Source: an optimization exercise on an open RTL-to-GDS flow (aim: small area, a short achievable clock period and few clock cycles). Production flows keep margins and buffers that such runs may drop.
RTL that was checked went through simulation tests only; none was proved equivalent to the original.

// jbd_bms_parser
module jbd_bms_parser (
    input  wire        clk,
    input  wire        rst,         
    input  wire        cmd_valid,
    input  wire [15:0] cmd_word,
    output wire        cmd_ready,
    input  wire [11:0] rd_addr,
    output wire [31:0] rd_data
);
    localparam [7:0] OP_NOP      = 8'h00,
                     OP_CLEAR    = 8'h01,
                     OP_PUSH     = 8'h02,
                     OP_VALIDATE = 8'h03,
                     OP_DECODE   = 8'h04,
                     OP_PARSE    = 8'h05;
    localparam [3:0] R_OK           = 4'h0,
                     R_INCOMPLETE   = 4'h1,
                     R_BAD_START    = 4'h2,
                     R_BAD_END      = 4'h3,
                     R_LEN_MISMATCH = 4'h4,
                     R_DEV_STATUS   = 4'h5,
                     R_UNKNOWN_TYPE = 4'h6,
                     R_CSUM         = 4'h7,
                     R_UNSUPPORTED  = 4'h8,
                     R_REC_SIZE     = 4'h9,
                     R_NOT_VALID    = 4'hA,
                     R_ILLEGAL      = 4'hB;
    localparam [1:0] ST_NONE = 2'd0, ST_VALIDATE = 2'd1, ST_DECODE = 2'd2, ST_COMMAND = 2'd3;
    localparam [1:0] T_NONE  = 2'd0, T_BASIC     = 2'd1, T_CELLS   = 2'd2, T_UNKNOWN  = 2'd3;
    localparam NSTAT = 64;         
    localparam NRING = 12;         
    localparam CAP_SIZE = 262;
    reg [7:0]  sbuf [0:NSTAT-1];         
    reg [7:0]  hbuf [0:5];               
    reg [7:0]  ring [0:NRING*16-1];      
    reg [3:0]  phase;
    reg        ready_q;
    reg [15:0] cap_len;
    reg [7:0]  last_byte;
    reg [7:0]  prev1, prev2;    
    reg [15:0] sum3;            
    reg [3:0]  result;
    reg [1:0]  res_stage;
    reg [15:0] diag_obs;
    reg        exp_basic;       
    reg        frame_valid;
    reg [1:0]  rtype;
    reg        hdr_ok;          
    reg [15:0] csum_rx;
    reg [15:0] csum_calc;
    reg [1:0]  rec_kind;
    reg [1:0]  bi_tc;           
    wire [7:0] type_code  = hdr_ok ? sbuf[1] : 8'h00;
  ...
Size in the first run: ~7,500 cells after synthesis, ~64 I/O pins, ~76,000 um2 of cells after synthesis.
clock: 10.0 ns
lec_check: 0
abc_area: 0
cap_margin: 20
core_margin: 2
core_utilization: 55
cts_cluster_diameter: 80
cts_cluster_size: 20
place_density: 0.7
setup_slack_margin: 4.0
slew_margin: 20
synth_hierarchical: 1
run.sh (not shown) runs the stock make flow with config.mk's settings and CLKGATE_MAP_FILE= SYNTH_SCRIPT=/design/flow/synth_recipe.tcl, a recipe that flattens the netlist after the stock synthesis.
Edit:
--- a/flow/design.v
+++ b/flow/design.v
@@ -341,61 +341,29 @@
             assign rgv[8*gs +: 8] = rg[gs];
         end
         for (gs = 0; gs < 6; gs = gs + 1) begin : g_hpack
             assign hbv[8*gs +: 8] = hbuf[gs];
         end
     endgenerate
     wire [7:0] ws, wr, wh;
     aor16x8 u_ws (.d(sgv), .sel(dlo), .y(ws));
     aor16x8 u_wr (.d(rgv), .sel(dsl), .y(wr));
     aor6x8  u_wh (.d(hbv), .sel(dlo[5:0]), .y(wh));
-    function integer regw;      
-        input integer a;
-        begin
-            case (a)
-                6'h00, 6'h04, 6'h05, 6'h0B, 6'h0C:           regw = 16;
-                6'h01, 6'h08, 6'h09, 6'h0A:                  regw = 8;
-                6'h02:                                       regw = 4;
-                6'h03, 6'h07, 6'h0D, 6'h1D:                  regw = 2;
-                6'h06:                                       regw = 1;
-                6'h16:                                       regw = 32;
-                6'h30:                                       regw = 3;
-                default:
-                    if ((a >= 6'h10 && a <= 6'h15) || a == 6'h17 || (a >= 6'h1E && a <= 6'h20)
-                        || a == 6'h2A || (a >= 6'h31 && a <= 6'h37))
-                        regw = 16;
-                    else if ((a >= 6'h18 && a <= 6'h1C) || (a >= 6'h21 && a <= 6'h29))
-                        regw = 8;
-                    else
-                        regw = 0;
-            endcase
-        end
-    endfunction
     reg [63:0] rsel;
-    always @(*)
+    reg [31:0] rw;
+    always @(*) begin
         for (a = 0; a < 64; a = a + 1)
             rsel[a] = dlo[a & 15] & dhi[a >> 4] & rcond[a];
-    wire [31:0] rw;
-    genvar ga, gb;
-    generate
-        for (gb = 0; gb < 32; gb = gb + 1) begin : g_rw
-            wire [63:0] zr;
-            for (ga = 0; ga < 64; ga = ga + 1) begin : g_a
-                if (gb < regw(ga)) begin : g_t
-                    nand2m u (.s(rsel[ga]), .d(regv[ga][gb]), .z(zr[ga]));
-                end else begin : g_0
-                    assign zr[ga] = 1'b1;
-                end
-            end
-            assign rw[gb] = ~&zr;
-        end
-    endgenerate
+        rw = 32'h0000_0000;
+        for (a = 0; a < 64; a = a + 1)
+            rw = rw | ({32{rsel[a]}} & regv[a]);
+    end
     rd_or u_or (.c_win(c_win), .c_hi(c_hi), .c_reg(c_reg), .ws(ws), .wr(wr), .wh(wh), .rw(rw), .y(rd_data));
 endmodule
 module rd_addr_dec (
     input  wire [11:0] rd_addr,
     output wire        c_win,
     output wire        c_hi,
     output wire        c_reg,
     output wire [15:0] dlo,
     output wire [15:0] dhi
 );
Outcome: Worst setup slack is better by 110 ps. Design area fell by 1.8%. Synthesized area fell by 0.98%. Flip-flop and latch count is unchanged. Wire length fell by 5.9%. Clock-buffer cell count fell by 19. Core utilization fell by 0.39 points.
Testbench counts after the change, summed over its fixed seeds: cycles 10,075.
For the first run of this note, only the layout was checked, not whether the RTL still works.

separate check: timing with driven ports:
No port has a modelled driver above. Below, the same layouts with a new extraction and two added sets of constraints. Step 1 assumes that a clkbuf_16 drives the clock port and a buf_2 every other input. Step 2, shift: input delay + t, output delay - t, t = (earliest + latest rising clock arrival at the registers) / 2. This alone moves slack from input paths to output paths. Three values: ideal ports, drivers, drivers and shift; two values: the first two.
| run | t (ns) | slack for setup (ns) | hold WS [ns] | slew at the worst register clock pin (ns) | worst data-port slew with drivers (ns) |
|---|---|---|---|---|---|
| the first run | 0.905 | 2.926 / 2.891 / 2.891 | 0.328 / 0.328 / 0.328 | 0.09 / 0.09 | 0.14 |
| the second run | 0.881 | 3.032 / 2.912 / 2.912 | 0.323 / 0.323 / 0.323 | 0.09 / 0.09 | 0.27 |
After both steps setup and hold are still met in every run listed. For the second run, which loses most, drivers alone change the setup slack by -0.120 ns; drivers and shift together by -0.120 ns.
